What follows belongs to an exercise in optimizing a design on an open flow for small area, a short achievable clock period and few clock cycles per item; a production flow would make more cautious choices. In this exercise RTL edits were held to simulation tests only and were not proved equivalent to the original. Power is estimated from default activity; no workload was simulated.

<file path="design.v">
module csc_fa (
    input  wire a,
    input  wire b,
    input  wire c,
    output wire s,
    output wire co
);
    assign s  = a ^ b ^ c;
    assign co = (a & b) | (c & (a ^ b));
endmodule
module csc_ha (
    input  wire a,
    input  wire b,
    output wire s,
    output wire co
);
    assign s  = a ^ b;
    assign co = a & b;
endmodule
module csc_tab_r1_g1 (
    input  wire [3:0] x,
    output wire [31:0] t
);
    assign t[0] = 16'haad5 >> x;
    assign t[1] = 16'h66cc >> x;
    assign t[2] = 16'h1e3c >> x;
    assign t[3] = 16'hfe03 >> x;
    assign t[4] = 16'hfe00 >> x;
    assign t[5] = 16'h54aa >> x;
    assign t[6] = 16'h3266 >> x;
    assign t[7] = 16'ha4b4 >> x;
    assign t[8] = 16'h926d >> x;
    assign t[9] = 16'h24b6 >> x;
    assign t[10] = 16'h38c7 >> x;
    assign t[11] = 16'hc0f8 >> x;
    assign t[12] = 16'h00ff >> x;
    assign t[13] = 16'hbe80 >> x;
    assign t[14] = 16'hbe80 >> x;
    assign t[15] = 16'h142a >> x;
    assign t[16] = 16'h2733 >> x;
    assign t[17] = 16'h6d69 >> x;
    assign t[18] = 16'hb64d >> x;
    assign t[19] = 16'h92db >> x;
    assign t[20] = 16'hdb6d >> x;
    assign t[21] = 16'hb6db >> x;
    assign t[22] = 16'h71c7 >> x;
    assign t[23] = 16'h5a95 >> x;
    assign t[24] = 16'h6319 >> x;
    assign t[25] = 16'hd6b4 >> x;
    assign t[26] = 16'h9b26 >> x;
    assign t[27] = 16'hb692 >> x;
    assign t[28] = 16'h8e71 >> x;
    assign t[29] = 16'h81f0 >> x;
    assign t[30] = 16'h7ff0 >> x;
    assign t[31] = 16'hfff0 >> x;
endmodule
module csc_tab_r2_g2 (
    input  wire [3:0] x,
    output wire [22:0] t
);
    assign t[0] = 16'h09de >> x;
    assign t[1] = 16'h5554 >> x;
    assign t[2] = 16'h3332 >> x;
    assign t[3] = 16'ha5a4 >> x;
    assign t[4] = 16'h6c92 >> x;
    assign t[5] = 16'h4924 >> x;
    assign t[6] = 16'h8e38 >> x;
    assign t[7] = 16'h0fc0 >> x;
    assign t[8] = 16'hf000 >> x;
    assign t[9] = 16'h40f2 >> x;
    assign t[10] = 16'h64bb >> x;
    assign t[11] = 16'h2d96 >> x;
    assign t[12] = 16'h4924 >> x;
    assign t[13] = 16'h2492 >> x;
    assign t[14] = 16'h1c71 >> x;
    assign t[15] = 16'h56a5 >> x;
    assign t[16] = 16'h6739 >> x;
    assign t[17] = 16'h2d6b >> x;
    assign t[18] = 16'h49b2 >> x;
    assign t[19] = 16'h2496 >> x;
    assign t[20] = 16'h1c71 >> x;
    assign t[21] = 16'h03f0 >> x;
    assign t[22] = 16'h000f >> x;
endmodule
module csc_tab_b1_g3 (
    input  wire [3:0] x,
    output wire [29:0] t
);
    assign t[0] = 16'he86a >> x;
    assign t[1] = 16'h3c52 >> x;
    assign t[2] = 16'h5227 >> x;
    assign t[3] = 16'h36ee >> x;
    assign t[4] = 16'h0e1e >> x;
    assign t[5] = 16'hfe01 >> x;
    assign t[6] = 16'h54aa >> x;
    assign t[7] = 16'h3266 >> x;
    assign t[8] = 16'h0e1e >> x;
    assign t[9] = 16'h54ab >> x;
    assign t[10] = 16'h98cc >> x;
    assign t[11] = 16'he0f0 >> x;
    assign t[12] = 16'h00ff >> x;
    assign t[13] = 16'h1d17 >> x;
    assign t[14] = 16'h1fe8 >> x;
    assign t[15] = 16'h4aaa >> x;
    assign t[16] = 16'h6ccc >> x;
    assign t[17] = 16'h70f0 >> x;
    assign t[18] = 16'h2a55 >> x;
    assign t[19] = 16'h19cc >> x;
    assign t[20] = 16'h5296 >> x;
    assign t[21] = 16'h6318 >> x;
    assign t[22] = 16'h294a >> x;
    assign t[23] = 16'h4d93 >> x;
    assign t[24] = 16'h24b6 >> x;
    assign t[25] = 16'h4924 >> x;
    assign t[26] = 16'h2492 >> x;
    assign t[27] = 16'h1c71 >> x;
    assign t[28] = 16'h03f0 >> x;
    assign t[29] = 16'h000f >> x;
endmodule
module csc_tab_b2_g4 (
    input  wire [3:0] x,
    output wire [21:0] t
);
    assign t[0] = 16'he92e >> x;
    assign t[1] = 16'hc2ba >> x;
    assign t[2] = 16'hb774 >> x;
    assign t[3] = 16'h9112 >> x;
    assign t[4] = 16'h8f0e >> x;
    assign t[5] = 16'h2a54 >> x;
    assign t[6] = 16'h3398 >> x;
    assign t[7] = 16'hc3e0 >> x;
    assign t[8] = 16'hfc00 >> x;
    assign t[9] = 16'h1010 >> x;
    assign t[10] = 16'h4ab5 >> x;
    assign t[11] = 16'h398c >> x;
    assign t[12] = 16'h52d6 >> x;
    assign t[13] = 16'h6318 >> x;
    assign t[14] = 16'h294a >> x;
    assign t[15] = 16'h4d93 >> x;
    assign t[16] = 16'h24b6 >> x;
    assign t[17] = 16'h4924 >> x;
    assign t[18] = 16'h2492 >> x;
    assign t[19] = 16'h1c71 >> x;
    assign t[20] = 16'h03f0 >> x;
    assign t[21] = 16'h000f >> x;
endmodule
module csc_tab_ga (
    input  wire [7:0] x,
    output wire [1:0] t
);
    assign t[0] = 256'hf5fff7bffffffffffeffffffffffffffefffffffffffffffffffffffffdfffdf >> x;
    assign t[1] = 256'h0200000000000000000000000000000010000000000000000000000000200020 >> x;
endmodule
module csc_tab_gb (
    input  wire [7:0] x,
    output wire [1:0] t
);
    assign t[0] = 256'hffbffffffffffffffffffffffffffffffffffbffffffffffffffbffffffffffb >> x;
    assign t[1] = 256'h0000000000000000000000000000000000000400000000000000000000000000 >> x;
endmodule
module csc_add_r (
    input  wire [12:0] a,
    input  wire [12:0] b,
    output wire [8:0] s
);
    wire [12:0] g = a & b;
    wire [12:0] p = a ^ b;
    wire g1_1;
    wire p1_1;
    wire g1_3;
    wire p1_3;
    wire g1_5;
    wire p1_5;
    wire g1_7;
    wire p1_7;
    wire g1_9;
    wire p1_9;
    wire g1_11;
    wire p1_11;
    wire g2_2;
    wire p2_2;
    wire g2_3;
    wire p2_3;
    wire g2_6;
    wire p2_6;
    wire g2_7;
    wire p2_7;
    wire g2_10;
    wire p2_10;
    wire g2_11;
    wire p2_11;
    wire g3_4;
    wire p3_4;
    wire g3_5;
    wire p3_5;
    wire g3_6;
    wire p3_6;
    wire g3_7;
    wire p3_7;
    wire g3_12;
    wire p3_12;
    wire g4_8;
    wire p4_8;
    wire g4_9;
    wire p4_9;
    wire g4_10;
    wire p4_10;
    wire g4_11;
    wire p4_11;
    wire g4_12;
    wire p4_12;
    assign g1_1 = g[1] | (p[1] & g[0]);
    assign p1_1 = p[1] & p[0];
    assign g1_3 = g[3] | (p[3] & g[2]);
    assign p1_3 = p[3] & p[2];
    assign g1_5 = g[5] | (p[5] & g[4]);
    assign p1_5 = p[5] & p[4];
    assign g1_7 = g[7] | (p[7] & g[6]);
    assign p1_7 = p[7] & p[6];
    assign g1_9 = g[9] | (p[9] & g[8]);
    assign p1_9 = p[9] & p[8];
    assign g1_11 = g[11] | (p[11] & g[10]);
    assign p1_11 = p[11] & p[10];
    assign g2_2 = g[2] | (p[2] & g1_1);
    assign p2_2 = p[2] & p1_1;
    assign g2_3 = g1_3 | (p1_3 & g1_1);
    assign p2_3 = p1_3 & p1_1;
    assign g2_6 = g[6] | (p[6] & g1_5);
    assign p2_6 = p[6] & p1_5;
    assign g2_7 = g1_7 | (p1_7 & g1_5);
    assign p2_7 = p1_7 & p1_5;
    assign g2_10 = g[10] | (p[10] & g1_9);
    assign p2_10 = p[10] & p1_9;
    assign g2_11 = g1_11 | (p1_11 & g1_9);
    assign p2_11 = p1_11 & p1_9;
    assign g3_4 = g[4] | (p[4] & g2_3);
    assign p3_4 = p[4] & p2_3;
    assign g3_5 = g1_5 | (p1_5 & g2_3);
    assign p3_5 = p1_5 & p2_3;
    assign g3_6 = g2_6 | (p2_6 & g2_3);
    assign p3_6 = p2_6 & p2_3;
    assign g3_7 = g2_7 | (p2_7 & g2_3);
    assign p3_7 = p2_7 & p2_3;
    assign g3_12 = g[12] | (p[12] & g2_11);
    assign p3_12 = p[12] & p2_11;
    assign g4_8 = g[8] | (p[8] & g3_7);
    assign p4_8 = p[8] & p3_7;
    assign g4_9 = g1_9 | (p1_9 & g3_7);
    assign p4_9 = p1_9 & p3_7;
    assign g4_10 = g2_10 | (p2_10 & g3_7);
    assign p4_10 = p2_10 & p3_7;
    assign g4_11 = g2_11 | (p2_11 & g3_7);
    assign p4_11 = p2_11 & p3_7;
    assign g4_12 = g3_12 | (p3_12 & g3_7);
    assign p4_12 = p3_12 & p3_7;
    assign s[0] = p[4] ^ g2_3;
    assign s[1] = p[5] ^ g3_4;
    assign s[2] = p[6] ^ g3_5;
    assign s[3] = p[7] ^ g3_6;
    assign s[4] = p[8] ^ g3_7;
    assign s[5] = p[9] ^ g4_8;
    assign s[6] = p[10] ^ g4_9;
    assign s[7] = p[11] ^ g4_10;
    assign s[8] = p[12] ^ g4_11;
endmodule
module csc_add_b (
    input  wire [12:0] a,
    input  wire [12:0] b,
    output wire [8:0] s
);
    wire [12:0] g = a & b;
    wire [12:0] p = a ^ b;
    wire g1_1;
    wire p1_1;
    wire g1_3;
    wire p1_3;
    wire g1_5;
    wire p1_5;
    wire g1_7;
    wire p1_7;
    wire g1_9;
    wire p1_9;
    wire g1_11;
    wire p1_11;
    wire g2_2;
    wire p2_2;
    wire g2_3;
    wire p2_3;
    wire g2_6;
    wire p2_6;
    wire g2_7;
    wire p2_7;
    wire g2_10;
    wire p2_10;
    wire g2_11;
    wire p2_11;
    wire g3_4;
    wire p3_4;
    wire g3_5;
    wire p3_5;
    wire g3_6;
    wire p3_6;
    wire g3_7;
    wire p3_7;
    wire g3_12;
    wire p3_12;
    wire g4_8;
    wire p4_8;
    wire g4_9;
    wire p4_9;
    wire g4_10;
    wire p4_10;
    wire g4_11;
    wire p4_11;
    wire g4_12;
    wire p4_12;
    assign g1_1 = g[1] | (p[1] & g[0]);
    assign p1_1 = p[1] & p[0];
    assign g1_3 = g[3] | (p[3] & g[2]);
    assign p1_3 = p[3] & p[2];
    assign g1_5 = g[5] | (p[5] & g[4]);
    assign p1_5 = p[5] & p[4];
    assign g1_7 = g[7] | (p[7] & g[6]);
    assign p1_7 = p[7] & p[6];
    assign g1_9 = g[9] | (p[9] & g[8]);
    assign p1_9 = p[9] & p[8];
    assign g1_11 = g[11] | (p[11] & g[10]);
    assign p1_11 = p[11] & p[10];
    assign g2_2 = g[2] | (p[2] & g1_1);
    assign p2_2 = p[2] & p1_1;
    assign g2_3 = g1_3 | (p1_3 & g1_1);
    assign p2_3 = p1_3 & p1_1;
    assign g2_6 = g[6] | (p[6] & g1_5);
    assign p2_6 = p[6] & p1_5;
    assign g2_7 = g1_7 | (p1_7 & g1_5);
    assign p2_7 = p1_7 & p1_5;
    assign g2_10 = g[10] | (p[10] & g1_9);
    assign p2_10 = p[10] & p1_9;
    assign g2_11 = g1_11 | (p1_11 & g1_9);
    assign p2_11 = p1_11 & p1_9;
    assign g3_4 = g[4] | (p[4] & g2_3);
    assign p3_4 = p[4] & p2_3;
    assign g3_5 = g1_5 | (p1_5 & g2_3);
    assign p3_5 = p1_5 & p2_3;
    assign g3_6 = g2_6 | (p2_6 & g2_3);
    assign p3_6 = p2_6 & p2_3;
    assign g3_7 = g2_7 | (p2_7 & g2_3);
    assign p3_7 = p2_7 & p2_3;
    assign g3_12 = g[12] | (p[12] & g2_11);
    assign p3_12 = p[12] & p2_11;
    assign g4_8 = g[8] | (p[8] & g3_7);
    assign p4_8 = p[8] & p3_7;
    assign g4_9 = g1_9 | (p1_9 & g3_7);
    assign p4_9 = p1_9 & p3_7;
    assign g4_10 = g2_10 | (p2_10 & g3_7);
    assign p4_10 = p2_10 & p3_7;
    assign g4_11 = g2_11 | (p2_11 & g3_7);
    assign p4_11 = p2_11 & p3_7;
    assign g4_12 = g3_12 | (p3_12 & g3_7);
    assign p4_12 = p3_12 & p3_7;
    assign s[0] = p[4] ^ g2_3;
    assign s[1] = p[5] ^ g3_4;
    assign s[2] = p[6] ^ g3_5;
    assign s[3] = p[7] ^ g3_6;
    assign s[4] = p[8] ^ g3_7;
    assign s[5] = p[9] ^ g4_8;
    assign s[6] = p[10] ^ g4_9;
    assign s[7] = p[11] ^ g4_10;
    assign s[8] = p[12] ^ g4_11;
endmodule
module csc_add_g (
    input  wire [18:0] a,
    input  wire [18:0] b,
    output wire [8:0] s
);
    wire [18:0] g = a & b;
    wire [18:0] p = a ^ b;
    wire g1_1;
    wire p1_1;
    wire g1_3;
    wire p1_3;
    wire g1_5;
    wire p1_5;
    wire g1_7;
    wire p1_7;
    wire g1_9;
    wire p1_9;
    wire g1_11;
    wire p1_11;
    wire g1_13;
    wire p1_13;
    wire g1_15;
    wire p1_15;
    wire g1_17;
    wire p1_17;
    wire g2_2;
    wire p2_2;
    wire g2_3;
    wire p2_3;
    wire g2_6;
    wire p2_6;
    wire g2_7;
    wire p2_7;
    wire g2_10;
    wire p2_10;
    wire g2_11;
    wire p2_11;
    wire g2_14;
    wire p2_14;
    wire g2_15;
    wire p2_15;
    wire g2_18;
    wire p2_18;
    wire g3_4;
    wire p3_4;
    wire g3_5;
    wire p3_5;
    wire g3_6;
    wire p3_6;
    wire g3_7;
    wire p3_7;
    wire g3_12;
    wire p3_12;
    wire g3_13;
    wire p3_13;
    wire g3_14;
    wire p3_14;
    wire g3_15;
    wire p3_15;
    wire g4_8;
    wire p4_8;
    wire g4_9;
    wire p4_9;
    wire g4_10;
    wire p4_10;
    wire g4_11;
    wire p4_11;
    wire g4_12;
    wire p4_12;
    wire g4_13;
    wire p4_13;
    wire g4_14;
    wire p4_14;
    wire g4_15;
    wire p4_15;
    wire g5_16;
    wire p5_16;
    wire g5_17;
    wire p5_17;
    wire g5_18;
    wire p5_18;
    assign g1_1 = g[1] | (p[1] & g[0]);
    assign p1_1 = p[1] & p[0];
    assign g1_3 = g[3] | (p[3] & g[2]);
    assign p1_3 = p[3] & p[2];
    assign g1_5 = g[5] | (p[5] & g[4]);
    assign p1_5 = p[5] & p[4];
    assign g1_7 = g[7] | (p[7] & g[6]);
    assign p1_7 = p[7] & p[6];
    assign g1_9 = g[9] | (p[9] & g[8]);
    assign p1_9 = p[9] & p[8];
    assign g1_11 = g[11] | (p[11] & g[10]);
    assign p1_11 = p[11] & p[10];
    assign g1_13 = g[13] | (p[13] & g[12]);
    assign p1_13 = p[13] & p[12];
    assign g1_15 = g[15] | (p[15] & g[14]);
    assign p1_15 = p[15] & p[14];
    assign g1_17 = g[17] | (p[17] & g[16]);
    assign p1_17 = p[17] & p[16];
    assign g2_2 = g[2] | (p[2] & g1_1);
    assign p2_2 = p[2] & p1_1;
    assign g2_3 = g1_3 | (p1_3 & g1_1);
    assign p2_3 = p1_3 & p1_1;
    assign g2_6 = g[6] | (p[6] & g1_5);
    assign p2_6 = p[6] & p1_5;
    assign g2_7 = g1_7 | (p1_7 & g1_5);
    assign p2_7 = p1_7 & p1_5;
    assign g2_10 = g[10] | (p[10] & g1_9);
    assign p2_10 = p[10] & p1_9;
    assign g2_11 = g1_11 | (p1_11 & g1_9);
    assign p2_11 = p1_11 & p1_9;
    assign g2_14 = g[14] | (p[14] & g1_13);
    assign p2_14 = p[14] & p1_13;
    assign g2_15 = g1_15 | (p1_15 & g1_13);
    assign p2_15 = p1_15 & p1_13;
    assign g2_18 = g[18] | (p[18] & g1_17);
    assign p2_18 = p[18] & p1_17;
    assign g3_4 = g[4] | (p[4] & g2_3);
    assign p3_4 = p[4] & p2_3;
    assign g3_5 = g1_5 | (p1_5 & g2_3);
    assign p3_5 = p1_5 & p2_3;
    assign g3_6 = g2_6 | (p2_6 & g2_3);
    assign p3_6 = p2_6 & p2_3;
    assign g3_7 = g2_7 | (p2_7 & g2_3);
    assign p3_7 = p2_7 & p2_3;
    assign g3_12 = g[12] | (p[12] & g2_11);
    assign p3_12 = p[12] & p2_11;
    assign g3_13 = g1_13 | (p1_13 & g2_11);
    assign p3_13 = p1_13 & p2_11;
    assign g3_14 = g2_14 | (p2_14 & g2_11);
    assign p3_14 = p2_14 & p2_11;
    assign g3_15 = g2_15 | (p2_15 & g2_11);
    assign p3_15 = p2_15 & p2_11;
    assign g4_8 = g[8] | (p[8] & g3_7);
    assign p4_8 = p[8] & p3_7;
    assign g4_9 = g1_9 | (p1_9 & g3_7);
    assign p4_9 = p1_9 & p3_7;
    assign g4_10 = g2_10 | (p2_10 & g3_7);
    assign p4_10 = p2_10 & p3_7;
    assign g4_11 = g2_11 | (p2_11 & g3_7);
    assign p4_11 = p2_11 & p3_7;
    assign g4_12 = g3_12 | (p3_12 & g3_7);
    assign p4_12 = p3_12 & p3_7;
    assign g4_13 = g3_13 | (p3_13 & g3_7);
    assign p4_13 = p3_13 & p3_7;
    assign g4_14 = g3_14 | (p3_14 & g3_7);
    assign p4_14 = p3_14 & p3_7;
    assign g4_15 = g3_15 | (p3_15 & g3_7);
    assign p4_15 = p3_15 & p3_7;
    assign g5_16 = g[16] | (p[16] & g4_15);
    assign p5_16 = p[16] & p4_15;
    assign g5_17 = g1_17 | (p1_17 & g4_15);
    assign p5_17 = p1_17 & p4_15;
    assign g5_18 = g2_18 | (p2_18 & g4_15);
    assign p5_18 = p2_18 & p4_15;
    assign s[0] = p[10] ^ g4_9;
    assign s[1] = p[11] ^ g4_10;
    assign s[2] = p[12] ^ g4_11;
    assign s[3] = p[13] ^ g4_12;
    assign s[4] = p[14] ^ g4_13;
    assign s[5] = p[15] ^ g4_14;
    assign s[6] = p[16] ^ g4_15;
    assign s[7] = p[17] ^ g5_16;
    assign s[8] = p[18] ^ g5_17;
endmodule
module csc_chroma (
    input  wire [7:0] u,
    input  wire [7:0] v,
    output wire [7:0] dr,
    output wire pr,
    output wire [7:0] dg,
    output wire pg,
    output wire [7:0] db,
    output wire pb
);
    wire [31:0] n1;
    wire [22:0] n2;
    wire [29:0] n3;
    wire [21:0] n4;
    wire [1:0] n5;
    wire [1:0] n6;
    wire [8:0] n7;
    wire [8:0] n8;
    wire n9;
    wire n10;
    wire n11;
    wire n12;
    wire n13;
    wire n14;
    wire n15;
    wire n16;
    wire n17;
    wire n18;
    wire n19;
    wire n20;
    wire n21;
    wire n22;
    wire n23;
    wire n24;
    wire n25;
    wire n26;
    wire n27;
    wire n28;
    wire n29;
    wire n30;
    wire n31;
    wire n32;
    wire n33;
    wire n34;
    wire n35;
    wire n36;
    wire n37;
    wire n38;
    wire n39;
    wire n40;
    wire n41;
    wire n42;
    wire n43;
    wire n44;
    wire n45;
    wire n46;
    wire n47;
    wire n48;
    wire n49;
    wire n50;
    wire n51;
    wire n52;
    wire n53;
    wire n54;
    wire n55;
    wire n56;
    wire n57;
    wire n58;
    wire n59;
    wire n60;
    wire n61;
    wire n62;
    wire n63;
    wire n64;
    wire n65;
    wire n66;
    wire n67;
    wire n68;
    wire n69;
    wire n70;
    wire n71;
    wire n72;
    wire n73;
    wire n74;
    wire n75;
    wire n76;
    wire n77;
    wire n78;
    wire n79;
    wire n80;
    wire n81;
    wire n82;
    wire n83;
    wire n84;
    wire n85;
    wire n86;
    wire n87;
    wire n88;
    wire n89;
    wire n90;
    wire n91;
    wire n92;
    wire n93;
    wire n94;
    wire n95;
    wire n96;
    wire n97;
    wire n98;
    wire [8:0] n99;
    csc_tab_r1_g1 u1 (.x(v[7:4]), .t(n1));
    csc_tab_r2_g2 u2 (.x(v[3:0]), .t(n2));
    csc_tab_b1_g3 u3 (.x(u[7:4]), .t(n3));
    csc_tab_b2_g4 u4 (.x(u[3:0]), .t(n4));
    csc_tab_ga u5 (.x(v), .t(n5));
    csc_tab_gb u6 (.x(u), .t(n6));
    csc_add_r u7 (.a({n1[12], n1[11], n1[10], n1[9], n1[8], n1[7], n1[6], n1[5], n1[4], n1[3], n1[2], n1[1], n1[0]}), .b({1'b0, 1'b0, 1'b0, 1'b0, n2[8], n2[7], n2[6], n2[5], n2[4], n2[3], n2[2], n2[1], n2[0]}), .s(n7));
    csc_add_b u8 (.a({n3[12], n3[11], n3[10], n3[9], n3[8], n3[7], n3[6], n3[5], n3[4], n3[3], n3[2], n3[1], n3[0]}), .b({1'b0, 1'b0, 1'b0, 1'b0, n4[8], n4[7], n4[6], n4[5], n4[4], n4[3], n4[2], n4[1], n4[0]}), .s(n8));
    csc_fa u9 (.a(n1[13]), .b(n2[9]), .c(n3[13]), .s(n9), .co(n10));
    csc_fa u10 (.a(n1[14]), .b(n2[10]), .c(n3[14]), .s(n11), .co(n12));
    csc_ha u11 (.a(n4[10]), .b(n5[1]), .s(n13), .co(n14));
    csc_fa u12 (.a(n1[15]), .b(n2[11]), .c(n3[15]), .s(n15), .co(n16));
    csc_ha u13 (.a(n1[16]), .b(n2[12]), .s(n17), .co(n18));
    csc_ha u14 (.a(n1[17]), .b(n2[13]), .s(n19), .co(n20));
    csc_ha u15 (.a(n1[18]), .b(n2[14]), .s(n21), .co(n22));
    csc_ha u16 (.a(n1[19]), .b(n2[15]), .s(n23), .co(n24));
    csc_ha u17 (.a(n1[20]), .b(n2[16]), .s(n25), .co(n26));
    csc_ha u18 (.a(n1[21]), .b(n2[17]), .s(n27), .co(n28));
    csc_ha u19 (.a(n1[22]), .b(n2[18]), .s(n29), .co(n30));
    csc_ha u20 (.a(n1[23]), .b(n2[19]), .s(n31), .co(n32));
    csc_ha u21 (.a(n1[24]), .b(n2[20]), .s(n33), .co(n34));
    csc_ha u22 (.a(n1[25]), .b(n2[21]), .s(n35), .co(n36));
    csc_ha u23 (.a(n9), .b(n4[9]), .s(n37), .co(n38));
    csc_fa u24 (.a(n10), .b(n11), .c(n13), .s(n39), .co(n40));
    csc_fa u25 (.a(n12), .b(n14), .c(n15), .s(n41), .co(n42));
    csc_fa u26 (.a(n16), .b(n17), .c(n3[16]), .s(n43), .co(n44));
    csc_fa u27 (.a(n18), .b(n19), .c(n3[17]), .s(n45), .co(n46));
    csc_fa u28 (.a(n20), .b(n21), .c(n3[18]), .s(n47), .co(n48));
    csc_fa u29 (.a(n22), .b(n23), .c(n3[19]), .s(n49), .co(n50));
    csc_fa u30 (.a(n24), .b(n25), .c(n3[20]), .s(n51), .co(n52));
    csc_fa u31 (.a(n26), .b(n27), .c(n3[21]), .s(n53), .co(n54));
    csc_fa u32 (.a(n28), .b(n29), .c(n3[22]), .s(n55), .co(n56));
    csc_fa u33 (.a(n30), .b(n31), .c(n3[23]), .s(n57), .co(n58));
    csc_fa u34 (.a(n32), .b(n33), .c(n3[24]), .s(n59), .co(n60));
    csc_fa u35 (.a(n34), .b(n35), .c(n3[25]), .s(n61), .co(n62));
    csc_fa u36 (.a(n36), .b(n1[26]), .c(n2[22]), .s(n63), .co(n64));
    csc_ha u37 (.a(n37), .b(n5[0]), .s(n65), .co(n66));
    csc_fa u38 (.a(n38), .b(n39), .c(n6[1]), .s(n67), .co(n68));
    csc_fa u39 (.a(n40), .b(n41), .c(n4[11]), .s(n69), .co(n70));
    csc_fa u40 (.a(n42), .b(n43), .c(n4[12]), .s(n71), .co(n72));
    csc_fa u41 (.a(n44), .b(n45), .c(n4[13]), .s(n73), .co(n74));
    csc_fa u42 (.a(n46), .b(n47), .c(n4[14]), .s(n75), .co(n76));
    csc_fa u43 (.a(n48), .b(n49), .c(n4[15]), .s(n77), .co(n78));
    csc_fa u44 (.a(n50), .b(n51), .c(n4[16]), .s(n79), .co(n80));
    csc_fa u45 (.a(n52), .b(n53), .c(n4[17]), .s(n81), .co(n82));
    csc_fa u46 (.a(n54), .b(n55), .c(n4[18]), .s(n83), .co(n84));
    csc_fa u47 (.a(n56), .b(n57), .c(n4[19]), .s(n85), .co(n86));
    csc_fa u48 (.a(n58), .b(n59), .c(n4[20]), .s(n87), .co(n88));
    csc_fa u49 (.a(n60), .b(n61), .c(n4[21]), .s(n89), .co(n90));
    csc_fa u50 (.a(n62), .b(n63), .c(n3[26]), .s(n91), .co(n92));
    csc_fa u51 (.a(n64), .b(n1[27]), .c(n3[27]), .s(n93), .co(n94));
    csc_ha u52 (.a(n1[28]), .b(n3[28]), .s(n95), .co(n96));
    csc_ha u53 (.a(n1[29]), .b(n3[29]), .s(n97), .co(n98));
    csc_add_g u54 (.a({n1[31], n98, n96, n94, n92, n90, n88, n86, n84, n82, n80, n78, n76, n74, n72, n70, n68, n66, n65}), .b({1'b0, n1[30], n97, n95, n93, n91, n89, n87, n85, n83, n81, n79, n77, n75, n73, n71, n69, n67, n6[0]}), .s(n99));
    assign dr = {n7[7], n7[6], n7[5], n7[4], n7[3], n7[2], n7[1], n7[0]};
    assign pr = ~n7[8];
    assign dg = {n99[7], n99[6], n99[5], n99[4], n99[3], n99[2], n99[1], n99[0]};
    assign pg = ~n99[8];
    assign db = {n8[7], n8[6], n8[5], n8[4], n8[3], n8[2], n8[1], n8[0]};
    assign pb = ~n8[8];
endmodule
module csc_chan (
    input  wire [7:0] y,
    input  wire [7:0] d,
    input  wire p,
    output wire [7:0] q
);
    wire n1;
    wire n2;
    wire n3;
    wire n4;
    wire n5;
    wire n6;
    wire n7;
    wire n8;
    wire n9;
    wire n10;
    wire n11;
    wire n12;
    wire n13;
    wire n14;
    wire n15;
    wire n16;
    csc_ha u1 (.a(y[0]), .b(d[0]), .s(n1), .co(n2));
    csc_fa u2 (.a(y[1]), .b(d[1]), .c(n2), .s(n3), .co(n4));
    csc_fa u3 (.a(y[2]), .b(d[2]), .c(n4), .s(n5), .co(n6));
    csc_fa u4 (.a(y[3]), .b(d[3]), .c(n6), .s(n7), .co(n8));
    csc_fa u5 (.a(y[4]), .b(d[4]), .c(n8), .s(n9), .co(n10));
    csc_fa u6 (.a(y[5]), .b(d[5]), .c(n10), .s(n11), .co(n12));
    csc_fa u7 (.a(y[6]), .b(d[6]), .c(n12), .s(n13), .co(n14));
    csc_fa u8 (.a(y[7]), .b(d[7]), .c(n14), .s(n15), .co(n16));
    assign q[0] = (n1 & n16) | (n1 & p) | (n16 & p);
    assign q[1] = (n3 & n16) | (n3 & p) | (n16 & p);
    assign q[2] = (n5 & n16) | (n5 & p) | (n16 & p);
    assign q[3] = (n7 & n16) | (n7 & p) | (n16 & p);
    assign q[4] = (n9 & n16) | (n9 & p) | (n16 & p);
    assign q[5] = (n11 & n16) | (n11 & p) | (n16 & p);
    assign q[6] = (n13 & n16) | (n13 & p) | (n16 & p);
    assign q[7] = (n15 & n16) | (n15 & p) | (n16 & p);
endmodule
module yuv420_block_csc (
    input  wire        clk,
    input  wire        rst,         
    input  wire        in_valid,
    output wire        in_ready,
    input  wire [31:0] in_y,        
    input  wire [7:0]  in_u,
    input  wire [7:0]  in_v,
    output wire        out_valid,
    input  wire        out_ready,
    output wire [95:0] out_rgb      
);
    reg        rdy;                 
    reg        a_valid;
    reg [31:0] a_y;
    reg [7:0]  a_u, a_v;
    reg        s_valid;
    reg [31:0] s_y;
    reg [7:0]  s_u, s_v;
    reg        p_valid;
    reg [31:0] p_y;
    reg [7:0]  p_dr, p_dg, p_db;    
    reg        p_pr, p_pg, p_pb;    
    reg        b_valid;
    reg [95:0] b_rgb;
    wire b_en = !b_valid || out_ready;
    wire p_en = !p_valid || b_en;
    wire a_en = !a_valid || p_en;
    wire acc  = in_valid && rdy;
    assign in_ready  = rdy;
    assign out_valid = b_valid;
    assign out_rgb   = b_rgb;
    wire s_valid_n = s_valid ? !a_en : (acc && !a_en);
    always @(posedge clk) begin
        if (!s_valid) begin
            s_y <= in_y;
            s_u <= in_u;
            s_v <= in_v;
        end
        if (a_en) begin
            if (s_valid) begin
                a_y <= s_y;
                a_u <= s_u;
                a_v <= s_v;
            end else begin
                a_y <= in_y;
                a_u <= in_u;
                a_v <= in_v;
            end
        end
    end
    always @(posedge clk) begin
        if (rst) begin
            rdy     <= 1'b1;
            s_valid <= 1'b0;
            a_valid <= 1'b0;
            p_valid <= 1'b0;
            b_valid <= 1'b0;
        end else begin
            rdy     <= !s_valid_n;
            s_valid <= s_valid_n;
            if (a_en) a_valid <= s_valid || acc;
            if (p_en) p_valid <= a_valid;
            if (b_en) b_valid <= p_valid;
        end
    end
    wire [7:0] dr, dg, db;
    wire       pr, pg, pb;
    csc_chroma u_chroma (
        .u(a_u), .v(a_v),
        .dr(dr), .pr(pr), .dg(dg), .pg(pg), .db(db), .pb(pb)
    );
    always @(posedge clk) begin
        if (p_en) begin
            p_y  <= a_y;
            p_dr <= dr;
            p_dg <= dg;
            p_db <= db;
            p_pr <= pr;
            p_pg <= pg;
            p_pb <= pb;
        end
    end
    wire [95:0] rgb;
    genvar k;
    generate
        for (k = 0; k < 4; k = k + 1) begin : g_pix
            csc_chan u_r (.y(p_y[8*k +: 8]), .d(p_dr), .p(p_pr), .q(rgb[24*k + 16 +: 8]));
            csc_chan u_g (.y(p_y[8*k +: 8]), .d(p_dg), .p(p_pg), .q(rgb[24*k + 8  +: 8]));
            csc_chan u_b (.y(p_y[8*k +: 8]), .d(p_db), .p(p_pb), .q(rgb[24*k      +: 8]));
        end
    endgenerate
    always @(posedge clk) begin
        if (b_en)
            b_rgb <= rgb;
    end
endmodule
</file>
<file path="flow/run.sh">
#!/bin/bash
# Layout flow: the standard ORFS flow, with the port buffers made of
# sky130_fd_sc_hd__buf_2 cells instead of the buffer buffer_ports picks by
# itself (a slow delay cell). Everything else is the standard flow.
set -euo pipefail
cd "$(dirname "$0")/.."
export BUFFER_PORTS_ARGS="-buffer_cell sky130_fd_sc_hd__buf_2"
bash standard.sh > flow_standard.log 2>&1 || { tail -50 flow_standard.log; exit 1; }
tail -5 flow_standard.log
</file>
<file path="standard.sh">
#!/bin/bash
# synth_recipe.tcl (not shown) runs the flow's synth.tcl, then flattens the netlist and writes it again
# the make line also repeats each setting of config.mk as NAME=value (left out here)
make -C /OpenROAD-flow-scripts/flow DESIGN_CONFIG=/design/flow/config.mk WORK_HOME=/design/flow/orfs CLKGATE_MAP_FILE= SYNTH_SCRIPT=/design/flow/synth_recipe.tcl "${@:-finish}"
</file>
<file path="config.mk">
export PLATFORM = sky130hd
export DESIGN_NAME = yuv420_block_csc
export DESIGN_NICKNAME = yuv420_block_csc
export VERILOG_FILES = /design/flow/design.v
export SDC_FILE = /design/flow/constraint.sdc
export NUM_CORES = 4
export LEC_CHECK = 0
export CAP_MARGIN = 20
export CORE_MARGIN = 2
export CORE_UTILIZATION = 40
export CTS_BUF_LIST = sky130_fd_sc_hd__clkbuf_8
export CTS_CLUSTER_SIZE = 25
export SLEW_MARGIN = 20
export SYNTH_HIERARCHICAL = 1
</file>
<file path="constraint.sdc">
create_clock -name core_clock -period 22.0 [get_ports {clk}]
set_input_delay 4.4000 -clock core_clock [delete_from_list [all_inputs] [get_ports {clk}]]
set_output_delay 4.4000 -clock core_clock [all_outputs]
set_load 0.01 [all_outputs]
</file>
==> results of run 1 <==
## state kept, by name, summed over array words and instances, names as in the netlist, 32 cells and up
signal  cells
s_y        32
a_y        32
p_y        32
b_rgb      96
## power by group
group          total [mW]  internal (mW)  switching [mW]
Sequential          0.812          0.707           0.106
Clock               0.415          0.223           0.192
Combinational       0.837          0.405           0.432
Total                2.06           1.33           0.730
## modules after synthesis (local to each module, per instance)
module / times used / cells / cell area, um2
csc_tab_gb: 1 / 11 / 70.07
csc_tab_ga: 1 / 17 / 105.1
csc_ha: 27 / 1 / 12.51
csc_add_b: 1 / 50 / 419.2
csc_add_r: 1 / 50 / 419.2
csc_fa: 114 / 1 / 20.02
yuv420_block_csc: 1 / 320 / 7830
csc_chan: 12 / 10 / 112.6
csc_tab_r2_g2: 1 / 80 / 526.8
csc_add_g: 1 / 81 / 614.3
csc_tab_b2_g4: 1 / 95 / 600.6
csc_tab_b1_g3: 1 / 100 / 615.6
csc_tab_r1_g1: 1 / 108 / 726.9
csc_chroma: 1 / 4 / 15.01
## final cells by class
type                       count  area share, %
timing repair buffer         161          4.743
inverter                      52          1.105
sequential                   256          40.26
clock buffer                  50          3.871
multi-input combinational    815          45.31
clock inverter                28          1.020
tap                          525          3.695
## through the flow
stage               cells  area, um2  hold slack, ps  power (mW)
CTS                  1886      17760           415.4       2.089
floorplan            1185      15940           400.3       1.409
global placement     1808      16900           401.5       1.647
detailed placement   1808      16900           404.5       1.666
global route         1887      17780           422.2       2.206
finish               1887      17780           411.3       2.064
## routing by layer
metal	track usage [%]	vias to the layer above	routed length (um)
met3	2.333	34	1538
met5	0	-	0
li1	-	4577	-
met4	3.441	0	388
met1	24.81	4685	16640
met2	26.43	217	15840
## layout by cell type, fill, tap and decap left out, types with 8 or more instances in the layout
master / Yosys / layout
o21ai_1: 34 / 34
a21oi_1: 59 / 59
xor2_1: 9 / 9
maj3_2: 96 / 96
nand2b_1: 23 / 22
fa_1: 119 / 119
nor2_1: 38 / 38
o211ai_1: 13 / 13
o31ai_1: 11 / 11
clkinv_1: 2 / 10
nand3_1: 26 / 26
nand2_1: 44 / 44
nor3_1: 11 / 11
xnor2_1: 13 / 13
clkbuf_8: 0 / 50
inv_1: 47 / 52
conb_1: 1 / 9
buf_2: 17 / 149
mux2_4: 11 / 11
buf_4: 9 / 11
mux2_2: 38 / 38
clkinv_2: 1 / 8
nor2b_1: 8 / 8
edfxtp_1: 203 / 203
ha_1: 103 / 103
dfxtp_1: 53 / 52
o21ai_0: 36 / 36
## path summary, 6_finish.rpt
| check | slack [ps] | startpoint | cells past startpoint | to |
|---|---|---|---|---|
| worst min-delay path | 410 | a_y[21] | 0 | p_y[21] |
| worst max register to register | 16590 | a_v[4] | 14 | p_dg[7] |
| worst max-delay path | 16440 | b_valid | 1 | out_valid |
| worst min register to register | 410 | a_y[21] | 0 | p_y[21] |
## logic make-up after synthesis
logic type | Yosys count | share of synthesized area (%)
adders and majority gates | 318 | 29.86
DFF | 256 | 44.97
AOI/OAI and AO/OA | 221 | 8.900
and+or+nand+nor | 189 | 6.125
buffers and inverters | 114 | 4.647
muxes | 56 | 4.261
xor gates and xnor gates | 22 | 1.211
other | 1 | 0.02356
==> notes.md, run 1 <==
result of the run=no timing/DRC/antenna violations; Slew HR=29.45%; number of top-level pins=150; CTS tree=yes; cell types with the largest area share after synthesis=edfxtp_1 38%, fa_1 15%, ha_1 8.1%; cell chain of the critical path=buf_2; number of different library cells in the post-synthesis netlist=84; post-cts resize count=0; CTS sink cnt=256; Inserted Clock Buffers=42; leakage power total=7.063 nW; DRC violations left=0; initial antenna violation count=0; worst IR drop on VDD=0.04995 mV; fraction of final layout cells with drive strength greater than 1=29.59%; Starting Density=40.33%; transition time at the pin with the least slew margin=1058 ps; count of fill cells added during filler insertion=3617; via count of the first global-routing pass=9427; register clock-pin slew on the reported worst setup and hold paths=60 ps; number of flops mapped to enable cells by yosys=203; Final Wtd Congestion=0.8581; die outline area=0.04140 mm2; critical path capture point type=primary output; largest net degree at the start of global routing=87; drt initial violations=513; Worst EP arrival=1160 ps; skew final=25.19 ps; clock insertion delay at the later pin of the skew report=570 ps; total power per unit cell area=116.1 mW/mm2; Synth warnings=7; global-route wire length before repair=53170 um; worst setup path class=reg -> out; Post-synth top flop=edfxtp_1; top cell type by total area after synthesis=edfxtp_1; post-CTS repair timing setup buffer count=0; period utilisation layout=25.27%; post-synthesis instance area=0.01591 mm2; area of the core region=0.03946 mm2; Critical Path Fanout Max=4; most repeated cell in the gate-level netlist after synthesis=edfxtp_1; Setup WS post-layout=16440 ps; count of antenna diodes in the layout=0; worst-path cell with the longest stage delay=dfxtp_1; All-Layer GR Usage=16.78%; most instantiated cells after synthesis=203 x edfxtp_1, 119 x fa_1, 103 x ha_1; CTS max path bufs=3; Final HPWL DP=26860 um; iteration count of the initial detailed-routing pass=5; cell class contributing the biggest share of worst-path delay=flip-flops; post-synthesis async set-or-reset flop share=0%; Buffers & Inverters on Critical Path=1; total number of vias=9513; total global routing overflow=0; setup slack at placement=15970 ps; syn avg cell area=13.52 um2; Multi-input gate area=0.008055 mm2; cell row count=73; Area Growth Syn to Fin=11.72%; routed len/inst=18.23 um; highest clock rate=0.1798 GHz; Final Slew Violations=0; Post-Syn Instances=1177; clock root cell=clkbuf_8; Synth Register Bits=256; Min Clock Period, post-route=5560 ps; max_cap viols=0; slowest stage delay, CP=430 ps; number of routed nets with antenna violations=0; startpoint type of the worst setup path=register; Post-CTS Hold Buffers=0; buffers added on ports=149; Vias per Instance=5.041; nets@finish=1602; post-layout util=45.06%; worst hold path type=reg -> reg; setup-violating endpoint count in the final report=0; required time at the worst-slack endpoint=17600 ps; register cell area after layout=0.007158 mm2; Fin Setup TNS=0 ps; total wirelength of the detailed-routed design=34410 um; sequential fraction of the synthesis area=44.97%; Die W=203.5 um; die height=203.5 um; top cell type's share of synthesized area=38.30%; H-tree lvl count=2; setup repair after global routing missed its margin=false; Fin. Hold Viols=0
Testbench counts, summed over its fixed seeds: cycles 16,024, items 16,000.
==> inputs of run 2 (changes only) <==
--- a/flow/run.sh
+++ b/flow/run.sh
@@ -6,4 +6,5 @@
 cd "$(dirname "$0")/.."
 export BUFFER_PORTS_ARGS="-buffer_cell sky130_fd_sc_hd__buf_2"
+export CTS_ARGS="-sink_clustering_enable -repair_clock_nets -dont_use_dummy_load"
 bash standard.sh > flow_standard.log 2>&1 || { tail -50 flow_standard.log; exit 1; }
 tail -5 flow_standard.log
--- a/config.mk
+++ b/config.mk
@@ -9,6 +9,4 @@
 export CORE_MARGIN = 2
 export CORE_UTILIZATION = 40
-export CTS_BUF_LIST = sky130_fd_sc_hd__clkbuf_8
-export CTS_CLUSTER_SIZE = 25
 export SLEW_MARGIN = 20
 export SYNTH_HIERARCHICAL = 1
==> run 2 against run 1 <==
Net effect: clock power down 12%; die area stayed put; maximum frequency grew 0.61%; total power shrank 2.4%; design area shrank 1.2%; sequential cell count unchanged; worst setup slack improved by 34 ps; clock skew grew 2.8 ps; routed wire length is 0.70% lower; global-route usage down 0.19 points; sequential power about the same; synthesized area is the same; largest power group unchanged.
==> notes.md, run 2 <==
result of the run=no timing/DRC/antenna violations; slowest stage delay, CP=430 ps (about the same); count of antenna diodes in the layout=0 (unchanged); routed len/inst=18.62 um (+2.1%); Multi-input gate area=0.008055 mm2 (unchanged); via count of the first global-routing pass=9245 (-1.9%); total wirelength of the detailed-routed design=34170 um (-0.70%); post-synthesis instance area=0.01591 mm2 (unchanged); Min Clock Period, post-route=5527 ps (-33.70 ps); drt initial violations=669 (+30%); number of routed nets with antenna violations=0 (unchanged); Fin. Hold Viols=0 (unchanged); leakage power total=6.921 nW (-2.0%); hold path start=a_y[3]; Die W=203.5 um (unchanged); global-route wire length before repair=52760 um (-0.77%); worst-case hold path end point=p_y[3]; critical path capture point type=primary output; Synth Register Bits=256 (unchanged); Synth warnings=7 (unchanged); register-to-register setup slack=16640 ps (+50 ps); post-synthesis async set-or-reset flop share=0% (unchanged); CTS tree=yes; Register-to-Register Path Depth=14 (unchanged); Setup WS post-layout=16470 ps (+33.70 ps); CTS sink cnt=256 (unchanged); Buffers & Inverters on Critical Path=1 (unchanged); placement-stage cell area=0.01690 mm2 (unchanged); DRC violations left=0 (unchanged); most repeated cell in the gate-level netlist after synthesis=edfxtp_1; total power per unit cell area=114.7 mW/mm2 (-1.2%); Area Growth Syn to Fin=10.35%; Final Slew Violations=0 (unchanged); All-Layer GR Usage=16.59% (-0.19 points); clock insertion delay at the later pin of the skew report=520 ps (-50 ps); most used cells in the layout excluding fill and tap cells=203 x edfxtp_1, 149 x buf_2, 119 x fa_1, 103 x ha_1, 96 x maj3_2; most common library cell in the layout ignoring fill and taps=edfxtp_1; cell types with the largest area share after synthesis=edfxtp_1 38%, fa_1 15%, ha_1 8.1%; Vias per Instance=5.102 (+1.2%); worst hold path type=reg -> reg; register cell area after layout=0.007158 mm2 (unchanged); Critical Path Fanout Max=4 (unchanged); beginning of the critical path=b_valid; fraction of final layout cells with drive strength greater than 1=27.79% (-1.8 points); Final HPWL DP=26860 um (unchanged); skew final=27.97 ps (+2.775 ps); iteration count of the initial detailed-routing pass=5 (unchanged); number of top-level pins=150 (unchanged); total global routing overflow=0 (unchanged); flip-flop count of the largest register, all copies and words added=96 (unchanged); worst IR drop on VDD=0.06006 mV (+20%); area of the core region=0.03946 mm2 (unchanged); Fin Setup TNS=0 ps (unchanged); cell class contributing the biggest share of worst-path delay=flip-flops; Worst EP arrival=1130 ps (-30 ps); register clock-pin slew on the reported worst setup and hold paths=60 ps (about the same); Post-synth top flop=edfxtp_1; top cell type's share of synthesized area=38.30% (unchanged); final worst hold slack=415.3 ps (+4.080 ps); clock root cell=clkbuf_16; top cell type by total area after synthesis=edfxtp_1; cell chain of the critical path=buf_2; syn avg cell area=13.52 um2 (unchanged); highest clock rate=0.1809 GHz (+0.61%); setup repair after global routing missed its margin=false; cell row count=73 (unchanged); number of different library cells in the post-synthesis netlist=84 (unchanged); startpoint type of the worst setup path=register; max_cap viols=0 (unchanged); design area=0.01756 mm2 (-1.2%); total number of vias=9362 (-1.6%); Inserted Clock Buffers=26 (-38%); post-CTS repair timing setup buffer count=0 (unchanged); setup slack at placement=15970 ps (unchanged); setup-violating endpoint count in the final report=0 (unchanged); most instantiated cells after synthesis=203 x edfxtp_1, 119 x fa_1, 103 x ha_1; number of stages on the worst hold path=0 (unchanged); Starting Density=40.33% (unchanged); Most flops, register=b_rgb; largest net degree at the start of global routing=87 (unchanged); Slew HR=28.59% (-0.86 points); Post-CTS Hold Buffers=0 (unchanged); CTS max path bufs=3 (unchanged); launch instance of the worst register-to-register path=a_v[5]; nets@finish=1586 (-1.0%); H-tree lvl count=1 (-1); initial antenna violation count=0 (unchanged); die height=203.5 um (unchanged); count of fill cells added during filler insertion=3606 (-0.30%); transition time at the pin with the least slew margin=1071 ps (+12.90 ps); required time at the worst-slack endpoint=17600 ps (about the same); Final Wtd Congestion=0.8581 (unchanged); die outline area=0.04140 mm2 (unchanged); Post-Syn Instances=1177 (unchanged); buffers added on ports=149 (unchanged); worst r2r dst=p_dg[7]; worst-path cell with the longest stage delay=dfxtp_1; sequential fraction of the synthesis area=44.97% (unchanged); period utilisation layout=25.12% (-0.15 points); number of flops mapped to enable cells by yosys=203 (unchanged); worst setup path class=reg -> out; post-cts resize count=0 (unchanged)
## run 2: through the flow
stage	total power [mW]	std cells	util (%)
6_report	2.014	1835	44.50
5_1_grt	2.153	1835	44.50
4_1_cts	2.035	1834	44.47
3_5_place_dp	1.666	1808	42.82
3_3_place_gp	1.647	1808	42.82
2_1_floorplan	1.409	1185	-
## run 2: kinds of logic after synthesis
| logic type | count (synthesis) | share of synthesized area, % |
|---|---|---|
| buf+inv | 114 | 4.647 |
| other cells | 1 | 0.02356 |
| simple gates | 189 | 6.125 |
| fa+ha+maj | 318 | 29.86 |
| compound gates | 221 | 8.900 |
| flops | 256 | 44.97 |
| xor+xnor | 22 | 1.211 |
| mux | 56 | 4.261 |
## run 2: cell type report
class / count / area share (%)
well taps: 525 / 3.741
inverters: 52 / 1.119
clock buffers: 26 / 3.705
flip-flops and latches: 256 / 40.76
repair buffers: 161 / 4.802
multi-input cells: 815 / 45.87
## run 2: worst max path at each step
stage	depth (start not counted)	to	slack (ps)
detailed placement	3	b_rgb[93]	15970
floorplan	1	b_rgb[0]	14780
finish	1	out_valid	16470
CTS	1	out_valid	16430
global route	16	p_dg[7]	16320
global placement	3	b_rgb[17]	16000
## run 2: modules after synthesis, one instance, submodules excluded
module | cell area (um2) | times used | flip-flops and latches
csc_tab_gb | 70.07 | 1 | 0
csc_chan | 112.6 | 12 | 0
csc_tab_ga | 105.1 | 1 | 0
csc_ha | 12.51 | 27 | 0
csc_tab_r2_g2 | 526.8 | 1 | 0
csc_tab_b2_g4 | 600.6 | 1 | 0
csc_add_b | 419.2 | 1 | 0
yuv420_block_csc | 7830 | 1 | 256
csc_chroma | 15.01 | 1 | 0
csc_tab_r1_g1 | 726.9 | 1 | 0
csc_add_g | 614.3 | 1 | 0
csc_tab_b1_g3 | 615.6 | 1 | 0
csc_add_r | 419.2 | 1 | 0
csc_fa | 20.02 | 114 | 0
## run 2: power breakdown
group          leakage [nW]  switching, mW  internal (mW)
combinational          4.02          0.432          0.405
clock                 0.320          0.160          0.206
sequential             2.58          0.105          0.707
## run 2: layer usage
layer  up-vias  wire length, um  track usage [%]
met4         0              362            2.346
met3        30             1462            2.045
met2       203            15720            26.34
li1       4504                -                -
met1      4625            16620            24.94
met5         -                0                0
==> inputs of run 3 (changes only) <==
--- a/flow/run.sh
+++ b/flow/run.sh
@@ -6,5 +6,4 @@
 cd "$(dirname "$0")/.."
 export BUFFER_PORTS_ARGS="-buffer_cell sky130_fd_sc_hd__buf_2"
-export CTS_ARGS="-sink_clustering_enable -repair_clock_nets -dont_use_dummy_load"
 bash standard.sh > flow_standard.log 2>&1 || { tail -50 flow_standard.log; exit 1; }
 tail -5 flow_standard.log
==> run 3 against run 2 <==
Net effect: still clean; global-route usage about the same; clock skew grew 1.8 ps; non-clock buffer count unchanged; worst hold slack got worse by 11 ps; sequential share of layout area decreased by 0.56 points; synthesized cell count stayed put; critical endpoint is now out_rgb[77]; largest cell class unchanged.
==> notes.md, run 3 <==
flip-flop count of the largest register, all copies and words added=96 (unchanged); register clock-pin slew on the reported worst setup and hold paths=70 ps (about the same); setup repair after global routing missed its margin=false; Synth Register Bits=256 (unchanged); worst IR drop on VDD=0.06032 mV (+0.43%); worst-case hold path end point=p_y[19]; Fin. Hold Viols=0 (unchanged); Min Clock Period, post-route=5545 ps (+18.30 ps); worst-path cell with the longest stage delay=edfxtp_1; share of total power in combinational logic=39.8% (-1.7 points); total global routing overflow=0 (unchanged); drt initial violations=561 (-16%); die outline area=0.04140 mm2 (unchanged); cell class contributing the biggest share of worst-path delay=flip-flops; most repeated cell in the gate-level netlist after synthesis=edfxtp_1; total power per unit cell area=118.3 mW/mm2 (+3.2%); cell types with the largest area share after synthesis=edfxtp_1 38%, fa_1 15%, ha_1 8.1%; Final HPWL DP=26860 um (unchanged); setup-violating endpoint count in the final report=0 (unchanged); number of standard cells in the final layout excluding fillers=1857 (+1.2%); required time at the worst-slack endpoint=17600 ps (about the same); setup slack at placement=15970 ps (unchanged); Power, Total=2.107 mW (+4.6%); Worst EP arrival=1140 ps (about the same); Post-CTS Hold Buffers=0 (unchanged); Post-Syn Instances=1177 (unchanged); Slew HR=29.60% (+1.0 points); Inserted Clock Buffers=26 (unchanged); buffers added on ports=149 (unchanged); number of different library cells in the post-synthesis netlist=84 (unchanged); Synth warnings=7 (unchanged); Starting Density=40.33% (unchanged); Final Wtd Congestion=0.8581 (unchanged); syn avg cell area=13.52 um2 (unchanged); Switching Power=0.7170 mW (+2.9%); most common library cell in the layout ignoring fill and taps=edfxtp_1; Most flops, register=b_rgb; skew final=29.72 ps (+1.754 ps); total wirelength of the detailed-routed design=34280 um (+0.35%); result of the run=no timing/DRC/antenna violations; Die W=203.5 um (unchanged); total number of vias=9449 (+0.93%); number of top-level pins=150 (unchanged); Buffers & Inverters on Critical Path=1 (unchanged); most instantiated cells after synthesis=203 x edfxtp_1, 119 x fa_1, 103 x ha_1; register-to-register setup slack=16620 ps (-20 ps); via count of the first global-routing pass=9286 (+0.44%); clock root cell=clkbuf_16; transition time at the pin with the least slew margin=1056 ps (-15.08 ps); post-CTS repair timing setup buffer count=0 (unchanged); Vias per Instance=5.088 (-0.27%); CTS tree=yes; die height=203.5 um (unchanged); Setup WS post-layout=16460 ps (-18.30 ps); max_cap viols=0 (unchanged); number of stages on the worst hold path=0 (unchanged); portion of total power attributed to sequential cells=38.5% (-1.8 points); CTS max path bufs=3 (unchanged); Area Growth Syn to Fin=11.87%; count of antenna diodes in the layout=0 (unchanged); number of routed nets with antenna violations=0 (unchanged); Register-to-Register Path Depth=14 (unchanged); fraction of power spent switching nets=34.03% (-0.55 points); critical path capture point type=primary output; post-synthesis instance area=0.01591 mm2 (unchanged); period utilisation layout=25.20% (+0.083 points); Critical Path Fanout Max=1 (-3); cell chain of the critical path=buf_2; sequential fraction of the synthesis area=44.97% (unchanged); fraction of final layout cells with drive strength greater than 1=28.08% (+0.29 points); leakage power total=7.034 nW (+1.6%); DRC violations left=0 (unchanged); hold path start=a_y[19]; worst r2r dst=p_dg[7]; H-tree lvl count=1 (unchanged); initial antenna violation count=0 (unchanged); clock insertion delay at the later pin of the skew report=540 ps (+20 ps); highest clock rate=0.1803 GHz (-0.33%); post-synthesis async set-or-reset flop share=0% (unchanged); Final Slew Violations=0 (unchanged); placed cell count=1808 (unchanged); global-route wire length before repair=52940 um (+0.33%); final worst hold slack=404.2 ps (-11.16 ps); CTS sink cnt=256 (unchanged); count of fill cells added during filler insertion=3578 (-0.78%); number of flops mapped to enable cells by yosys=203 (unchanged); area of the core region=0.03946 mm2 (unchanged); routed len/inst=18.46 um (-0.84%); Internal Pwr Total=1.390 mW (+5.5%); slowest stage delay, CP=440 ps (about the same); worst setup path class=reg -> out; cell row count=73 (unchanged); launch instance of the worst register-to-register path=a_v[5]; largest net degree at the start of global routing=87 (unchanged); post-cts resize count=0 (unchanged); startpoint type of the worst setup path=register; Post-synth top flop=edfxtp_1; Fin Setup TNS=0 ps (unchanged); iteration count of the initial detailed-routing pass=5 (unchanged); top cell type's share of synthesized area=38.30% (unchanged); nets@finish=1586 (unchanged); worst hold path type=reg -> reg; most used cells in the layout excluding fill and tap cells=203 x edfxtp_1, 149 x buf_2, 119 x fa_1, 103 x ha_1, 96 x maj3_2; Clock Power Share=21.7% (+3.5 points); All-Layer GR Usage=16.64% (+0.047 points); top cell type by total area after synthesis=edfxtp_1
==> run 3: area by class of cell <==
| cell class | instances | area [um2] | share of cell area (%) |
|---|---|---|---|
| clock buffer | 36 | 729.5 | 4.097 |
| clock inverter | 12 | 163.9 | 0.9207 |
| inverter | 52 | 196.4 | 1.103 |
| multi-input combinational | 815 | 8055 | 45.25 |
| sequential | 256 | 7158 | 40.21 |
| tap | 525 | 656.9 | 3.690 |
| timing repair buffer | 161 | 843.3 | 4.737 |
==> run 3: worst max path at each step <==
stage,depth (start not counted),slack [ps],endpoint,start
CTS,1,16430,out_rgb[77],b_rgb[77]
global placement,3,16000,b_rgb[17],out_ready
detailed placement,3,15970,b_rgb[93],out_ready
finish,1,16460,out_rgb[77],b_rgb[77]
global route,16,16330,p_dg[7],a_v[1]
floorplan,1,14780,b_rgb[0],out_ready
==> run 3: power groups by stage <==
stage	combinational, mW	sequential [mW]	clock, mW
4_1_cts	0.840	0.821	0.465
6_report	0.838	0.812	0.457
3_3_place_gp	0.818	0.829	0
3_5_place_dp	0.835	0.831	0
2_1_floorplan	0.572	0.837	0
5_1_grt	0.932	0.827	0.486
==> run 3: Yosys stat by module (local to each module, per instance), excerpt <==
| module | cell area (um2) | flops+latches | copies in the design | cells inside |
|---|---|---|---|---|
| csc_add_b | 419.2 | 0 | 1 | 50 |
| csc_add_g | 614.3 | 0 | 1 | 81 |
| csc_add_r | 419.2 | 0 | 1 | 50 |
| csc_chroma | 15.01 | 0 | 1 | 4 |
| csc_fa | 20.02 | 0 | 114 | 1 |
| csc_ha | 12.51 | 0 | 27 | 1 |
| csc_tab_b1_g3 | 615.6 | 0 | 1 | 100 |
| csc_tab_ga | 105.1 | 0 | 1 | 17 |
| csc_tab_r1_g1 | 726.9 | 0 | 1 | 108 |
| csc_tab_r2_g2 | 526.8 | 0 | 1 | 80 |
==> run 3: cells by family after synthesis <==
logic type,Yosys count,share of synthesized area (%)
xor gates and xnor gates,22,1.211
and+or+nand+nor,189,6.125
muxes,56,4.261
other,1,0.02356
AOI/OAI and AO/OA,221,8.900
DFF,256,44.97
adders and majority gates,318,29.86
buffers and inverters,114,4.647
==> run 3: layer usage <==
layer | global-route usage, % | wire length, um | up-vias
met5 | 0 | 0 | -
met4 | 2.477 | 405 | 0
met3 | 2.109 | 1415 | 33
met2 | 26.32 | 15760 | 200
met1 | 25.01 | 16710 | 4674
li1 | - | - | 4542
==> run 3: stage by stage <==
step	instance area [um2]	util (%)
floorplan	15940	-
global placement	16900	42.82
detailed placement	16900	42.82
CTS	17790	45.08
global route	17800	45.12
finish	17800	45.12
==> inputs of run 4 (changes only) <==
--- a/flow/run.sh
+++ b/flow/run.sh
@@ -6,4 +6,5 @@
 cd "$(dirname "$0")/.."
 export BUFFER_PORTS_ARGS="-buffer_cell sky130_fd_sc_hd__buf_2"
+export CTS_ARGS="-sink_clustering_enable -repair_clock_nets -dont_use_dummy_load -buf_list sky130_fd_sc_hd__clkbuf_8 -sink_clustering_size 25"
 bash standard.sh > flow_standard.log 2>&1 || { tail -50 flow_standard.log; exit 1; }
 tail -5 flow_standard.log
==> run 4 against run 3 <==
Net effect: sequential share of layout area rose by 0.72 points; combinational power hardly changed; global-route usage up 0.081 points; maximum frequency is 0.45% lower; critical endpoint is now out_valid.
==> notes.md, run 4 <==
number of flops mapped to enable cells by yosys=203 (unchanged); beginning of the critical path=b_valid; fraction of final layout cells with drive strength greater than 1=28.66% (+0.58 points); Final HPWL DP=26860 um (unchanged); Post-CTS Hold Buffers=0 (unchanged); highest clock rate=0.1795 GHz (-0.45%); post-synthesis async set-or-reset flop share=0% (unchanged); Most flops, register=b_rgb; number of top-level pins=150 (unchanged); largest net degree at the start of global routing=87 (unchanged); Area Growth Syn to Fin=9.891%; global-route wire length before repair=52910 um (about the same); cell class contributing the biggest share of worst-path delay=flip-flops; post-layout util=44.32% (-0.80 points); Synth Register Bits=256 (unchanged); Starting Density=40.33% (unchanged); syn avg cell area=13.52 um2 (unchanged); synthesized-area fraction occupied by ao, oa, aoi and oai cells=8.900% (unchanged); Final Slew Violations=0 (unchanged); Worst EP arrival=1170 ps (+30 ps); nets@finish=1602 (+1.0%); Fin. Hold Viols=0 (unchanged); number of different library cells in the post-synthesis netlist=84 (unchanged); dominant combinational cell family by area after synthesis=adder cells; result of the run=no timing/DRC/antenna violations; count of fill cells added during filler insertion=3622 (+1.2%); register clock-pin slew on the reported worst setup and hold paths=60 ps (about the same); Critical Path Fanout Max=4 (+3); die outline area=0.04140 mm2 (unchanged); required time at the worst-slack endpoint=17600 ps (about the same); initial antenna violation count=0 (unchanged); count of antenna diodes in the layout=0 (unchanged); post-cts resize count=0 (unchanged); total global routing overflow=0 (unchanged); cell row count=73 (unchanged); Slew HR=29.26% (-0.34 points); transition time at the pin with the least slew margin=1061 ps (+5.085 ps); top cell type's share of synthesized area=38.30% (unchanged); routed len/inst=18.52 um (+0.32%); total wirelength of the detailed-routed design=34280 um (unchanged); max_cap viols=0 (unchanged); buffers added on ports=149 (unchanged); total number of vias=9443 (-0.063%); die height=203.5 um (unchanged); total power per unit cell area=113.0 mW/mm2 (-4.5%); Vias per Instance=5.102 (+0.26%); All-Layer GR Usage=16.72% (+0.081 points); sequential fraction of the synthesis area=44.97% (unchanged); Multi-input gate area=0.008055 mm2 (unchanged); most repeated cell in the gate-level netlist after synthesis=edfxtp_1; most common library cell in the layout ignoring fill and taps=edfxtp_1; slowest stage delay, CP=430 ps (about the same); clock insertion delay at the later pin of the skew report=560 ps (+20 ps); Final Wtd Congestion=0.8581 (unchanged); worst IR drop on VDD=0.04837 mV (-20%); area of the core region=0.03946 mm2 (unchanged); register cell area after layout=0.007158 mm2 (unchanged); Synth warnings=7 (unchanged); worst setup path class=reg -> out; cell types with the largest area share after synthesis=edfxtp_1 38%, fa_1 15%, ha_1 8.1%; most instantiated cells after synthesis=203 x edfxtp_1, 119 x fa_1, 103 x ha_1; drt initial violations=583 (+3.9%); Min Clock Period, post-route=5570 ps (+25.00 ps); CTS tree=yes; Post-synth top flop=edfxtp_1; setup repair after global routing missed its margin=false; cell chain of the critical path=buf_2; synthesized-area fraction occupied by and/or/nand/nor cells=6.125% (unchanged); H-tree lvl count=2 (+1); setup-violating endpoint count in the final report=0 (unchanged); hold path start=a_y[4]; CTS sink cnt=256 (unchanged); startpoint type of the worst setup path=register; CTS max path bufs=3 (unchanged); worst hold path type=reg -> reg; critical path capture point type=primary output; multiplexer fraction of the synthesized cell area=4.261% (unchanged); worst-path cell with the longest stage delay=dfxtp_1; Post-Syn Instances=1177 (unchanged); DRC violations left=0 (unchanged); most used cells in the layout excluding fill and tap cells=203 x edfxtp_1, 149 x buf_2, 119 x fa_1, 103 x ha_1, 96 x maj3_2; period utilisation layout=25.32% (+0.11 points); leakage power total=6.902 nW (-1.9%); Fin Setup TNS=0 ps (unchanged); flip-flop count of the largest register, all copies and words added=96 (unchanged); post-synthesis instance area=0.01591 mm2 (unchanged); launch instance of the worst register-to-register path=a_v[5]; number of routed nets with antenna violations=0 (unchanged); iteration count of the initial detailed-routing pass=5 (unchanged); top cell type by total area after synthesis=edfxtp_1; xor and xnor area share after synthesis=1.211% (unchanged); post-CTS repair timing setup buffer count=0 (unchanged); skew final=61.02 ps (+31.30 ps); Buffers & Inverters on Critical Path=1 (unchanged); via count of the first global-routing pass=9400 (+1.2%); Die W=203.5 um (unchanged); Inserted Clock Buffers=42 (+62%); clock root cell=clkbuf_8; post-synthesis share of cell area spent on full adders, half adders and majority gates=29.86% (unchanged)
## run 4: cell counts after synthesis
Identical to the previous run, type by type.
## run 4: worst paths after layout
path          endpoint  slack (ps)  cells after the start
min reg2reg     p_y[4]         400                      0
max reg2reg    p_dg[7]       16560                     14
min             p_y[4]         400                      0
max          out_valid       16430                      1
## run 4: modules after synthesis (local to each module, per instance), excerpt
module	flip-flops and latches	cell area [um2]
yuv420_block_csc	256	7830
csc_tab_b1_g3	0	615.6
csc_add_g	0	614.3
csc_tab_gb	0	70.07
csc_chroma	0	15.01
csc_tab_ga	0	105.1
csc_ha	0	12.51
csc_tab_b2_g4	0	600.6
csc_fa	0	20.02
csc_add_b	0	419.2
csc_tab_r1_g1	0	726.9
## run 4: power by group
part	switching, mW	internal [mW]
registers	0.105	0.707
logic	0.431	0.405
clock network	0.160	0.168
total	0.697	1.28
## run 4: final cells by class
cell class                 instances  area share, %
multi-input combinational        815          46.06
sequential                       256          40.93
timing repair buffer             161          4.822
tap                              525          3.756
clock buffer                      42          3.305
inverter                          52          1.123
## run 4: logic make-up after synthesis
logic type,after synthesis
muxes,56
buffers and inverters,114
adders and majority gates,318
xor gates and xnor gates,22
AOI/OAI and AO/OA,221
other,1
and+or+nand+nor,189
DFF,256
## run 4: metal layers
metal	vias up	track usage, %	wire, um
li1	4534	-	-
met1	4638	24.77	16600
met2	229	26.29	15770
met3	42	2.253	1464
met4	0	3.467	454
met5	-	0	0
## run 4: stage by stage
stage | setup slack (ps) | total power, mW | hold WS, ps | area (um2) | std cells
finish | 16430 | 1.976 | 395.7 | 17490 | 1851
global route | 16280 | 2.116 | 421.5 | 17490 | 1851
CTS | 16390 | 1.999 | 403.2 | 17470 | 1850
detailed placement | 15970 | 1.666 | 404.5 | 16900 | 1808
global placement | 16000 | 1.647 | 401.5 | 16900 | 1808
floorplan | 14780 | 1.409 | 400.3 | 15940 | 1185

## re-timing with driven ports
The results above use ideal ports. As a check the final layouts listed here were re-extracted and re-timed, cells and wires unchanged. Step 1 sets driving cells, clkbuf_16 on the clock port and buf_2 on the other inputs (assumed; they add their load-dependent delay and slew). Step 2 also shifts input and output timing later by t, the mid clock arrival at the registers, as if the neighbouring blocks saw the same clock. Three values: ideal, step 1, step 2; two values: the first two.
| run | shift t [ns] | slack for setup (ns) | latest minus earliest clock arrival (ns) | worst slew at a driven data input, ns | pins driven straight from the clock port |
|---|---|---|---|---|---|
| run 1 | 0.599 | 16.440 / 16.394 / 15.943 | 0.026 / 0.026 | 0.05 | 1 |
| run 2 | 0.552 | 16.473 / 16.431 / 15.952 | 0.029 / 0.030 | 0.05 | 1 |
| run 3 | 0.572 | 16.455 / 16.412 / 15.970 | 0.031 / 0.031 | 0.05 | 1 |
| run 4 | 0.574 | 16.430 / 16.392 / 15.936 | 0.067 / 0.067 | 0.05 | 1 |
After both steps every run listed still meets setup and hold. For run 2, which loses most, drivers alone change the setup slack by -0.042 ns; drivers and shift together by -0.521 ns.
